What follows belongs to an exercise in optimizing a design on an open flow for small area; a production flow would make more cautious choices.
The RTL was checked by simulation tests, not by an equivalence proof against the original design.
Power is estimated from default activity; no workload was simulated.

--- design/flow/run.sh ---
#!/bin/bash
# synth_recipe.tcl (not shown) runs the flow's synth.tcl, then flattens the netlist and writes it again
# the make line also repeats each setting of config.mk as NAME=value (left out here)
make -C /OpenROAD-flow-scripts/flow DESIGN_CONFIG=/design/flow/config.mk WORK_HOME=/design/flow/orfs CLKGATE_MAP_FILE= SYNTH_SCRIPT=/design/flow/synth_recipe.tcl finish
--- design/flow/config.mk ---
export PLATFORM = sky130hd
export DESIGN_NAME = suart_core
export DESIGN_NICKNAME = suart_core
export VERILOG_FILES = /design/flow/design.v
export SDC_FILE = /design/flow/constraint.sdc
export NUM_CORES = 4
export LEC_CHECK = 0
export CAP_MARGIN = 20
export CORE_MARGIN = 2
export CORE_UTILIZATION = 40
export SLEW_MARGIN = 20
--- design/flow/constraint.sdc ---
create_clock -name core_clock -period 1000.0 [get_ports {clk}]
set_input_delay 200.0000 -clock core_clock [delete_from_list [all_inputs] [get_ports {clk}]]
set_output_delay 200.0000 -clock core_clock [all_outputs]
set_load 0.01 [all_outputs]
--- design/flow/design.v ---
module suart_timing (
    input  wire [19:0] cfg_bit_rate,    
    input  wire [1:0]  cfg_stop_bits,   
    output wire [31:0] dur_p,           
    output wire [31:0] dur_guard,       
    output wire [31:0] dur_phase,       
    output wire [31:0] dur_settle,      
    output wire [31:0] dur_nak          
);
    wire [19:0] p = 20'd1000000 / cfg_bit_rate;
    wire [31:0] p32 = {12'd0, p};
    wire [31:0] guard = p32 * cfg_stop_bits;
    assign dur_p      = p32;
    assign dur_guard  = guard;
    assign dur_phase  = p32 + p32 / 3;
    assign dur_settle = p32 + p32 / 2;
    assign dur_nak    = p32 + guard / 2;
endmodule
module suart_tx (
    input  wire        clk,
    input  wire        rst,
    input  wire [3:0]  cfg_len_bits,    
    input  wire        cfg_debug_pad,
    input  wire [31:0] dur_p,
    input  wire [31:0] dur_guard,
    input  wire        cmd_send,        
    input  wire        cmd_send_chunk,  
    input  wire [15:0] cmd_len,         
    output wire [15:0] mem_addr,        
    input  wire [7:0]  mem_data,        
    input  wire        nak_in,          
    output reg         line_out,        
    output wire        busy,
    output reg         ev_frame_start,
    output reg         ev_guard_begin,
    output reg         ev_nak_seen,
    output reg         ev_retry,
    output reg         ev_chunk_done,
    output reg         ev_send_done,
    output reg         ev_refused,
    output reg         ev_refused_busy,
    output reg  [15:0] ev_chunk
);
    localparam T_IDLE  = 3'd0;
    localparam T_START = 3'd1;
    localparam T_LEN   = 3'd2;
    localparam T_DATA  = 3'd3;
    localparam T_PAR   = 3'd4;
    localparam T_GUARD = 3'd5;
    localparam [7:0] FILL_BYTE = 8'h20;
    reg [2:0]  t_phase;
    reg [3:0]  t_i;
    reg [7:0]  t_j;
    reg [7:0]  t_size;
    reg [16:0] t_off;
    reg [15:0] t_mlen;
    reg [15:0] t_chunk;
    reg [7:0]  t_byte;
    reg        t_par;
    reg        t_nak;
    reg [31:0] now;
    reg [31:0] deadline;
    wire [7:0] max_chunk = (8'd1 << cfg_len_bits) - 8'd1;
    wire       due = (now == deadline);
    wire [16:0] rd_addr = (t_phase == T_DATA) ? (t_off + {9'd0, t_j} + 17'd1) : t_off;
    wire [7:0]  rd_byte = (rd_addr >= {1'b0, t_mlen}) ? FILL_BYTE : mem_data;
    assign mem_addr = rd_addr[15:0];
    assign busy     = (t_phase != T_IDLE);
    reg [2:0]  n_phase;
    reg [3:0]  n_i;
    reg [7:0]  n_j;
    reg [7:0]  n_size;
    reg [16:0] n_off;
    reg [15:0] n_mlen;
    reg [15:0] n_chunk;
    reg [7:0]  n_byte;
    reg        n_par;
    reg        n_nak;
    reg        n_out;
    reg [31:0] n_deadline;
    reg        b;
    reg [16:0] next_off;
    reg [16:0] remain;
    always @(posedge clk) begin
        if (rst) begin
            t_phase         <= T_IDLE;
            t_off           <= 17'd0;
            t_j             <= 8'd0;
            t_par           <= 1'b0;
            t_nak           <= 1'b0;
            line_out        <= 1'b0;
            now             <= 32'd0;
            ev_frame_start  <= 1'b0;
            ev_guard_begin  <= 1'b0;
            ev_nak_seen     <= 1'b0;
            ev_retry        <= 1'b0;
            ev_chunk_done   <= 1'b0;
            ev_send_done    <= 1'b0;
            ev_refused      <= 1'b0;
            ev_refused_busy <= 1'b0;
            ev_chunk        <= 16'd0;
        end else begin
            n_phase    = t_phase;
            n_i        = t_i;
            n_j        = t_j;
            n_size     = t_size;
            n_off      = t_off;
            n_mlen     = t_mlen;
            n_chunk    = t_chunk;
            n_byte     = t_byte;
            n_par      = t_par;
            n_nak      = t_nak;
            n_out      = line_out;
            n_deadline = deadline;
            b          = 1'b0;
            next_off   = 17'd0;
            remain     = 17'd0;
            ev_frame_start  <= 1'b0;
            ev_guard_begin  <= 1'b0;
            ev_nak_seen     <= 1'b0;
            ev_retry        <= 1'b0;
            ev_chunk_done   <= 1'b0;
            ev_send_done    <= 1'b0;
            ev_refused      <= 1'b0;
            ev_refused_busy <= 1'b0;
            case (t_phase)
                T_IDLE: begin
                    if (cmd_send) begin
                        n_mlen = cmd_len;
                        if (cmd_len == 16'd0) begin
                            ev_send_done <= 1'b1;
                        end else begin
                            n_off   = 17'd0;
                            n_chunk = 16'd0;
                            if (cfg_debug_pad || cmd_len >= {8'd0, max_chunk})
                                n_size = max_chunk;
                            else
                                n_size = cmd_len[7:0];
                            ev_frame_start <= 1'b1;
                            ev_chunk       <= 16'd0;
                            n_out      = 1'b1;
                            n_par      = 1'b0;
                            n_phase    = T_START;
                            n_deadline = now + dur_p;
                        end
                    end else if (cmd_send_chunk) begin
                        if (cmd_len > {8'd0, max_chunk} ||
                            (cfg_debug_pad && cmd_len != {8'd0, max_chunk})) begin
                            ev_refused      <= 1'b1;
                            ev_refused_busy <= 1'b0;
                        end else begin
                            n_mlen  = cmd_len;
                            n_off   = 17'd0;
                            n_chunk = 16'd0;
                            n_size  = cmd_len[7:0];
                            ev_frame_start <= 1'b1;
                            ev_chunk       <= 16'd0;
                            n_out      = 1'b1;
                            n_par      = 1'b0;
                            n_phase    = T_START;
                            n_deadline = now + dur_p;
                        end
                    end
                end
                T_START: begin
                    if (due) begin
                        if (cfg_debug_pad) begin
                            n_phase    = T_DATA;
                            n_j        = 8'd0;
                            n_i        = 4'd0;
                            n_byte     = rd_byte;
                            b          = rd_byte[0];
                            n_out      = b;
                            n_par      = t_par ^ b;
                            n_deadline = deadline + dur_p;
                        end else begin
                            n_phase    = T_LEN;
                            n_i        = 4'd0;
                            n_out      = t_size[0];
                            n_deadline = deadline + dur_p;
                        end
                    end
                end
                T_LEN: begin
                    if (due) begin
                        n_i = t_i + 4'd1;
                        if (n_i == cfg_len_bits) begin
                            if (t_size == 8'd0) begin
                                n_phase    = T_PAR;
                                n_out      = t_par;
                                n_deadline = deadline + dur_p;
                            end else begin
                                n_phase    = T_DATA;
                                n_j        = 8'd0;
                                n_i        = 4'd0;
                                n_byte     = rd_byte;
                                b          = rd_byte[0];
                                n_out      = b;
                                n_par      = t_par ^ b;
                                n_deadline = deadline + dur_p;
                            end
                        end else begin
                            n_out      = t_size[n_i[2:0]];
                            n_deadline = deadline + dur_p;
                        end
                    end
                end
                T_DATA: begin
                    if (due) begin
                        n_i = t_i + 4'd1;
                        if (n_i == 4'd8) begin
                            n_i    = 4'd0;
                            n_j    = t_j + 8'd1;
                            n_byte = rd_byte;
                        end
                        if (n_j == t_size) begin
                            n_phase    = T_PAR;
                            n_out      = t_par;
                            n_deadline = deadline + dur_p;
                        end else begin
                            b          = n_byte[n_i[2:0]];
                            n_out      = b;
                            n_par      = t_par ^ b;
                            n_deadline = deadline + dur_p;
                        end
                    end
                end
                T_PAR: begin
                    if (due) begin
                        n_phase    = T_GUARD;
                        n_out      = 1'b0;
                        n_nak      = 1'b0;
                        n_deadline = deadline + dur_guard;
                        ev_guard_begin <= 1'b1;
                        if (nak_in) begin
                            ev_nak_seen <= 1'b1;
                            n_nak = 1'b1;
                        end
                    end
                end
                T_GUARD: begin
                    if (!due) begin
                        if (nak_in) begin
                            if (!t_nak)
                                ev_nak_seen <= 1'b1;
                            n_nak = 1'b1;
                        end
                    end else begin
                        ev_chunk <= t_chunk;
                        if (t_nak) begin
                            ev_retry       <= 1'b1;
                            ev_frame_start <= 1'b1;
                            n_out      = 1'b1;
                            n_par      = 1'b0;
                            n_phase    = T_START;
                            n_deadline = now + dur_p;
                        end else begin
                            ev_chunk_done <= 1'b1;
                            next_off = t_off + {9'd0, max_chunk};
                            if (next_off >= {1'b0, t_mlen}) begin
                                n_phase = T_IDLE;
                                ev_send_done <= 1'b1;
                            end else begin
                                n_off   = next_off;
                                n_chunk = t_chunk + 16'd1;
                                remain  = {1'b0, t_mlen} - next_off;
                                if (cfg_debug_pad || remain >= {9'd0, max_chunk})
                                    n_size = max_chunk;
                                else
                                    n_size = remain[7:0];
                                ev_frame_start <= 1'b1;
                                n_out      = 1'b1;
                                n_par      = 1'b0;
                                n_phase    = T_START;
                                n_deadline = now + dur_p;
                            end
                        end
                    end
                end
                default: n_phase = T_IDLE;
            endcase
            if (t_phase != T_IDLE && (cmd_send || cmd_send_chunk)) begin
                ev_refused      <= 1'b1;
                ev_refused_busy <= 1'b1;
            end
            t_phase  <= n_phase;
            t_i      <= n_i;
            t_j      <= n_j;
            t_size   <= n_size;
            t_off    <= n_off;
            t_mlen   <= n_mlen;
            t_chunk  <= n_chunk;
            t_byte   <= n_byte;
            t_par    <= n_par;
            t_nak    <= n_nak;
            line_out <= n_out;
            deadline <= n_deadline;
            now      <= now + 32'd1;
        end
    end
endmodule
module suart_rx (
    input  wire        clk,
    input  wire        rst,
    input  wire [3:0]  cfg_len_bits,    
    input  wire        cfg_debug_pad,
    input  wire [31:0] dur_p,
    input  wire [31:0] dur_phase,
    input  wire [31:0] dur_settle,
    input  wire [31:0] dur_nak,
    input  wire        cmd_receive,     
    input  wire        line_in,         
    output reg         nak_out,         
    output reg         ev_edge,
    output reg         ev_size,
    output reg         ev_byte,
    output reg         ev_chunk_ok,
    output reg         ev_chunk_bad,
    output reg         ev_nak_end,
    output reg         ev_ready,
    output reg  [7:0]  ev_value,        
    output reg  [7:0]  ev_index         
);
    localparam R_OFF    = 3'd0;
    localparam R_WAIT   = 3'd1;
    localparam R_LEN    = 3'd2;
    localparam R_DATA   = 3'd3;
    localparam R_PAR    = 3'd4;
    localparam R_NAK    = 3'd5;
    localparam R_SETTLE = 3'd6;
    reg [2:0]  r_phase;
    reg [3:0]  r_idx;
    reg [7:0]  r_size;
    reg [2:0]  r_bitn;
    reg [7:0]  r_shift;
    reg [7:0]  r_cnt;
    reg        r_par;
    reg [31:0] now;
    reg [31:0] deadline;
    wire [7:0] max_chunk = (8'd1 << cfg_len_bits) - 8'd1;
    wire       due = (now == deadline);
    reg [2:0]  n_phase;
    reg [3:0]  n_idx;
    reg [7:0]  n_size;
    reg [2:0]  n_bitn;
    reg [7:0]  n_shift;
    reg [7:0]  n_cnt;
    reg        n_par;
    reg        n_out;
    reg [31:0] n_deadline;
    reg        poll;
    always @(posedge clk) begin
        if (rst) begin
            r_phase      <= R_OFF;
            r_par        <= 1'b0;
            nak_out      <= 1'b0;
            now          <= 32'd0;
            ev_edge      <= 1'b0;
            ev_size      <= 1'b0;
            ev_byte      <= 1'b0;
            ev_chunk_ok  <= 1'b0;
            ev_chunk_bad <= 1'b0;
            ev_nak_end   <= 1'b0;
            ev_ready     <= 1'b0;
            ev_value     <= 8'd0;
            ev_index     <= 8'd0;
        end else begin
            n_phase    = r_phase;
            n_idx      = r_idx;
            n_size     = r_size;
            n_bitn     = r_bitn;
            n_shift    = r_shift;
            n_cnt      = r_cnt;
            n_par      = r_par;
            n_out      = nak_out;
            n_deadline = deadline;
            poll       = 1'b0;
            ev_edge      <= 1'b0;
            ev_size      <= 1'b0;
            ev_byte      <= 1'b0;
            ev_chunk_ok  <= 1'b0;
            ev_chunk_bad <= 1'b0;
            ev_nak_end   <= 1'b0;
            ev_ready     <= 1'b0;
            case (r_phase)
                R_OFF: begin
                    if (cmd_receive) begin
                        n_phase = R_WAIT;
                        poll    = 1'b1;
                    end
                end
                R_WAIT: poll = 1'b1;
                R_LEN: begin
                    if (due) begin
                        n_size[r_idx[2:0]] = line_in;
                        n_idx      = r_idx + 4'd1;
                        n_deadline = deadline + dur_p;
                        if (n_idx == cfg_len_bits) begin
                            ev_size  <= 1'b1;
                            ev_value <= n_size;
                            if (n_size == 8'd0)
                                n_phase = R_PAR;
                            else
                                n_phase = R_DATA;
                        end
                    end
                end
                R_DATA: begin
                    if (due) begin
                        n_shift[r_bitn] = line_in;
                        n_par      = r_par ^ line_in;
                        n_deadline = deadline + dur_p;
                        if (r_bitn != 3'd7) begin
                            n_bitn = r_bitn + 3'd1;
                        end else begin
                            ev_byte  <= 1'b1;
                            ev_value <= n_shift;
                            ev_index <= r_cnt;
                            n_cnt   = r_cnt + 8'd1;
                            n_bitn  = 3'd0;
                            n_shift = 8'd0;
                            if (n_cnt == r_size)
                                n_phase = R_PAR;
                        end
                    end
                end
                R_PAR: begin
                    if (due) begin
                        ev_index <= r_cnt;
                        if (line_in == r_par) begin
                            ev_chunk_ok <= 1'b1;
                            n_deadline = now + dur_settle;
                            n_phase    = R_SETTLE;
                        end else begin
                            ev_chunk_bad <= 1'b1;
                            n_out      = 1'b1;
                            n_deadline = now + dur_nak;
                            n_phase    = R_NAK;
                        end
                    end
                end
                R_SETTLE: begin
                    if (due) begin
                        ev_ready <= 1'b1;
                        n_phase  = R_WAIT;
                        poll     = 1'b1;
                    end
                end
                R_NAK: begin
                    if (due) begin
                        n_out   = 1'b0;
                        ev_nak_end <= 1'b1;
                        n_phase = R_WAIT;
                        poll    = 1'b1;
                    end
                end
                default: n_phase = R_OFF;
            endcase
            if (poll && line_in) begin
                ev_edge    <= 1'b1;
                n_deadline = now + dur_phase;
                n_idx      = 4'd0;
                n_bitn     = 3'd0;
                n_shift    = 8'd0;
                n_cnt      = 8'd0;
                n_par      = 1'b0;
                if (cfg_debug_pad) begin
                    n_size  = max_chunk;
                    n_phase = R_DATA;
                end else begin
                    n_size  = 8'd0;
                    n_phase = R_LEN;
                end
            end
            r_phase  <= n_phase;
            r_idx    <= n_idx;
            r_size   <= n_size;
            r_bitn   <= n_bitn;
            r_shift  <= n_shift;
            r_cnt    <= n_cnt;
            r_par    <= n_par;
            nak_out  <= n_out;
            deadline <= n_deadline;
            now      <= now + 32'd1;
        end
    end
endmodule
module suart_core (
    input  wire        clk,
    input  wire        rst,
    input  wire [19:0] cfg_bit_rate,
    input  wire [1:0]  cfg_stop_bits,
    input  wire [3:0]  cfg_len_bits,
    input  wire        cfg_debug_pad,
    input  wire        tx_send,
    input  wire        tx_send_chunk,
    input  wire [15:0] tx_len,
    output wire [15:0] tx_mem_addr,
    input  wire [7:0]  tx_mem_data,
    input  wire        tx_nak_in,
    output wire        tx_line,
    output wire        tx_busy,
    output wire        tx_frame_start,
    output wire        tx_guard_begin,
    output wire        tx_nak_seen,
    output wire        tx_retry,
    output wire        tx_chunk_done,
    output wire        tx_send_done,
    output wire        tx_refused,
    output wire        tx_refused_busy,
    output wire [15:0] tx_chunk,
    input  wire        rx_receive,
    input  wire        rx_line,
    output wire        rx_nak,
    output wire        rx_edge,
    output wire        rx_size,
    output wire        rx_byte,
    output wire        rx_chunk_ok,
    output wire        rx_chunk_bad,
    output wire        rx_nak_end,
    output wire        rx_ready,
    output wire [7:0]  rx_value,
    output wire [7:0]  rx_index
);
    wire [31:0] dur_p, dur_guard, dur_phase, dur_settle, dur_nak;
    suart_timing u_timing (
        .cfg_bit_rate (cfg_bit_rate),
        .cfg_stop_bits(cfg_stop_bits),
        .dur_p        (dur_p),
        .dur_guard    (dur_guard),
        .dur_phase    (dur_phase),
        .dur_settle   (dur_settle),
        .dur_nak      (dur_nak)
    );
    suart_tx u_tx (
        .clk            (clk),
        .rst            (rst),
        .cfg_len_bits   (cfg_len_bits),
        .cfg_debug_pad  (cfg_debug_pad),
        .dur_p          (dur_p),
        .dur_guard      (dur_guard),
        .cmd_send       (tx_send),
        .cmd_send_chunk (tx_send_chunk),
        .cmd_len        (tx_len),
        .mem_addr       (tx_mem_addr),
        .mem_data       (tx_mem_data),
        .nak_in         (tx_nak_in),
        .line_out       (tx_line),
        .busy           (tx_busy),
        .ev_frame_start (tx_frame_start),
        .ev_guard_begin (tx_guard_begin),
        .ev_nak_seen    (tx_nak_seen),
        .ev_retry       (tx_retry),
        .ev_chunk_done  (tx_chunk_done),
        .ev_send_done   (tx_send_done),
        .ev_refused     (tx_refused),
        .ev_refused_busy(tx_refused_busy),
        .ev_chunk       (tx_chunk)
    );
    suart_rx u_rx (
        .clk          (clk),
        .rst          (rst),
        .cfg_len_bits (cfg_len_bits),
        .cfg_debug_pad(cfg_debug_pad),
        .dur_p        (dur_p),
        .dur_phase    (dur_phase),
        .dur_settle   (dur_settle),
        .dur_nak      (dur_nak),
        .cmd_receive  (rx_receive),
        .line_in      (rx_line),
        .nak_out      (rx_nak),
        .ev_edge      (rx_edge),
        .ev_size      (rx_size),
        .ev_byte      (rx_byte),
        .ev_chunk_ok  (rx_chunk_ok),
        .ev_chunk_bad (rx_chunk_bad),
        .ev_nak_end   (rx_nak_end),
        .ev_ready     (rx_ready),
        .ev_value     (rx_value),
        .ev_index     (rx_index)
    );
endmodule
==> flow_summary.ini <==
[status]
status = finished clean

[clock_network]
clk_pin_slew_ns = 0.06
htreeDepth = 1
cts.repair.resized = 0
cts_buffers = 31
cts_hold_buf = 0
cts_root_buf = clkbuf_16
clock_path_buffers = 3
tritoncts = done
postCtsSetupBuffers = 0
cts_sinks = 294
clk_latency_ns = 0.60

[die]
rows = 125
pin_count = 124
dieHeight_um = 347
fp.dieArea_sq_um = 120000
coreArea_sq_um = 116000
die_w_um = 347
start_util = 0.403

[critical_path]
crit_required_ns = 1000.34
crit_family = compound AO/OA/AOI/OAI gates
cp_common_cell = a21oi_1
path_class = primary input to flip-flop
r2r_start = u_tx.t_phase[0]
cp-end-kind = flip-flop
crit_path_start_kind = primary input
worstSetupStartpoint = cfg_bit_rate[9]
max_stage_delay_ns = 0.88
crit_path_top_delay_cell = nor4_4
cp_max_fo = 44
critPathArrivalTime_ns = 278.39
critPathBufInv = 36

[timing]
finalWorstSetupSlack_ns = 721.95
rsz0062_at_grt = false
fin_crit_ns = 278.05
relSlewSlack = 0.213
finClkSkew_ns = 0.0217
slew_viol_final = 0
fmax_mhz = 3.60
tightest_slew_ns = 1.17
fin_setup_tns_ns = 0
fin_crit_sh = 0.278
setup_violations = 0
final_hold_viol_count = 0

[synthesis]
synth_cells = 6212
ys_async_sr_fraction = 0
synth_cell_type_count = 140
yosys_warnings = 2
yosysSeqAreaShare = 0.157
avgSynthCellArea_sq_um = 7.56
synth_top_cell_by_area = ha_1
synth-seq-cells = 294
synthTopCellsByArea = ha_1 12%, edfxtp_1 9.4%, xnor2_1 7.9%
netlist_area_sq_um = 46900
synth_ff_type = edfxtp_1
synth_edf_count = 147
synth_nets = 6785
yosysTopAreaCellShare = 0.119

[placed_design]
place_ws_ns = 722.16
gp_congestion = 0.940
portBuffers = 123
hpwl_mm = 126
placed_cell_area_sq_um = 49800

[global_routing]
grt_pass1_wl_mm = 247
grt_max_degree = 71
grt_overflow_total = 0
track_usage = 0.250
antenna_found_initial = 0
first_global_vias = 43500

[final_layout]
syn_to_final_growth_pct = 8.16
layout-drive-gt1-share = 0.0563
n_antenna_cell = 0
fin_area_sq_um = 50800
fin_nets = 6770

[power]
swShare = 0.482
pwr-share-comb = 0.624
internal_power_uw = 35.7
clockPowerShare = 0.171
peakVddDrop_uv = 1.41
p_seq_frac = 0.206
power_switching_uw = 33.2
total_leakage_power_uw = 0.0206
powerDensity_nw_per_um2 = 1.36

[drt]
vias_per_cell = 6.03
drt_iter0_markers = 3940
vias = 46700
ant_nets = 0
wl_per_cell_um = 20.4
drt_drc_violations_left = 0
drt_first_pass_iters = 6
wirelength_mm = 158

[flow_run]
maxCapViolations = 0

[worst_hold_path]
min_from = u_tx.ev_chunk[5]
min_path_type = flip-flop to flip-flop
-- worst register-to-register path, delay by kind of cell (launching register included) --
| kind | cells | cell delay, ns |
|---|---|---|
| AND/OR/NAND/NOR | 5 | 0.73 |
| flip-flops | 1 | 0.79 |
| AO/OA/AOI/OAI | 23 | 4.75 |
| buffers and inverters | 2 | 0.49 |
| adder cells (fa/ha/maj) | 1 | 0.38 |
| XOR/XNOR | 1 | 0.14 |
-- routing by layer --
metal  vias up  track usage  share of wire
met3       237       0.0139          0.051
met2      1503        0.411           0.45
met1     22200        0.352           0.47
met5         -            0              0
met4         0       0.0757          0.033
li1      22700            -              -
-- worst paths after layout --
path	cells after the start	end	slack [ns]
worst max register to register	32	u_tx.deadline[29]	992.47
worst max-delay path	300	u_rx.deadline[23]	721.95
worst min register to register	2	u_tx.ev_chunk[5]	0.45
worst min-delay path	2	u_tx.ev_chunk[5]	0.45
-- metrics by stage --
step	power, uW	hold slack (ns)	utilization	instances
detailed placement	56.4	0.447	0.428	7688
finish	68.9	0.449	0.436	7743
floorplan	46.2	0.447	-	6212
global route	73.5	0.469	0.436	7743
global placement	56.5	0.442	0.428	7688
CTS	68.3	0.455	0.436	7743
-- cell usage in the layout, fill, tap and decap left out, types with 76 or more instances in the layout --
master / count
nor2_1: 642
a21oi_1: 539
nand2_1: 516
ha_1: 447
xnor2_1: 418
o21ai_0: 352
inv_1: 285
xor2_1: 226
nand3_1: 207
nor3_1: 154
edfxtp_1: 147
dfxtp_1: 147
clkdlybuf4s50_1: 121
a21o_1: 118
o21bai_1: 107
nand4_1: 105
and2_1: 89
nand2b_1: 87
and3_1: 76
-- cell usage after synthesis, types with 68 or more instances --
| library cell | n |
|---|---|
| nand3_1 | 208 |
| a21oi_1 | 545 |
| nor4_1 | 71 |
| dfxtp_1 | 147 |
| nand2b_1 | 87 |
| clkbuf_1 | 179 |
| ha_1 | 447 |
| fa_1 | 68 |
| inv_1 | 285 |
| nand2_1 | 517 |
| xnor2_1 | 421 |
| and3_1 | 76 |
| edfxtp_1 | 147 |
| nand4_1 | 105 |
| o21ai_0 | 353 |
| a21o_1 | 118 |
| xor2_1 | 227 |
| nor2_1 | 647 |
| nor3_1 | 156 |
| and2_1 | 89 |
| o21bai_1 | 107 |
-- flip-flops by register name (all words and copies together) (netlist names), 4 cells and up --
name / flops
u_tx.t_i: 4
u_rx.r_size: 8
u_tx.t_j: 8
u_tx.t_chunk: 16
u_tx.t_size: 8
u_rx.r_idx: 4
u_tx.deadline: 32
u_rx.now: 32
u_rx.ev_index: 8
u_rx.deadline: 32
u_rx.r_shift: 8
u_tx.ev_chunk: 16
u_rx.ev_value: 8
u_tx.t_byte: 8
u_tx.t_mlen: 16
u_rx.r_cnt: 8
u_tx.t_off: 17
u_tx.now: 32
-- kinds of logic (layout without fill, tap and decap cells) --
| logic type | Yosys count | in the layout | synth area share |
|---|---|---|---|
| buf+inv | 543 | 550 | 0.0452 |
| mux | 113 | 113 | 0.0268 |
| compound gates | 1804 | 1804 | 0.253 |
| simple gates | 2285 | 2285 | 0.246 |
| fa+ha+maj | 516 | 516 | 0.148 |
| xor+xnor | 657 | 657 | 0.124 |
| flops | 294 | 294 | 0.157 |
-- layout make-up --
class                           count  area (sq um)
Clock buffer                       45           912
Inverter                          308          1160
Multi-Input combinational cell   5375         37600
Timing Repair Buffer              187          1700
Sequential cell                   294          7360
Clock inverter                     10          95.1
Fill cell                       12000         65600
Tap cell                         1524          1910
-- power groups by stage --
stage / logic, uW / clock network, uW / registers, uW
floorplan: 32.0 / 0 / 14.2
global placement: 42.0 / 0 / 14.4
detailed placement: 42.0 / 0 / 14.4
CTS: 42.2 / 12.0 / 14.2
global route: 46.8 / 12.4 / 14.2
finish: 43.0 / 11.8 / 14.2

-- separate check: timing with driven ports --
No port has a modelled driver above. Below, the same layout with a new extraction and two added sets of constraints.
Step 1 assumes that a clkbuf_16 drives the clock port and a buf_2 every other input.
Step 2 times the ports against the registers' clock, not the clock port: input delays grow and output delays shrink by t, the midpoint of the rising clock arrivals with the driver on.
Slacks: no drivers / after step 1 / after step 2; pairs: no drivers / after step 1.
t, ns: 0.625
slack for setup (ns): 721.949 / 721.964 / 721.338
latest minus earliest clock arrival (ns): 0.022 / 0.022
worst register clock-pin slew, ns: 0.07 / 0.07
After both steps setup and hold are still met in this run. The setup slack of this run moves by +0.015 ns with the drivers and by -0.611 ns with both steps.
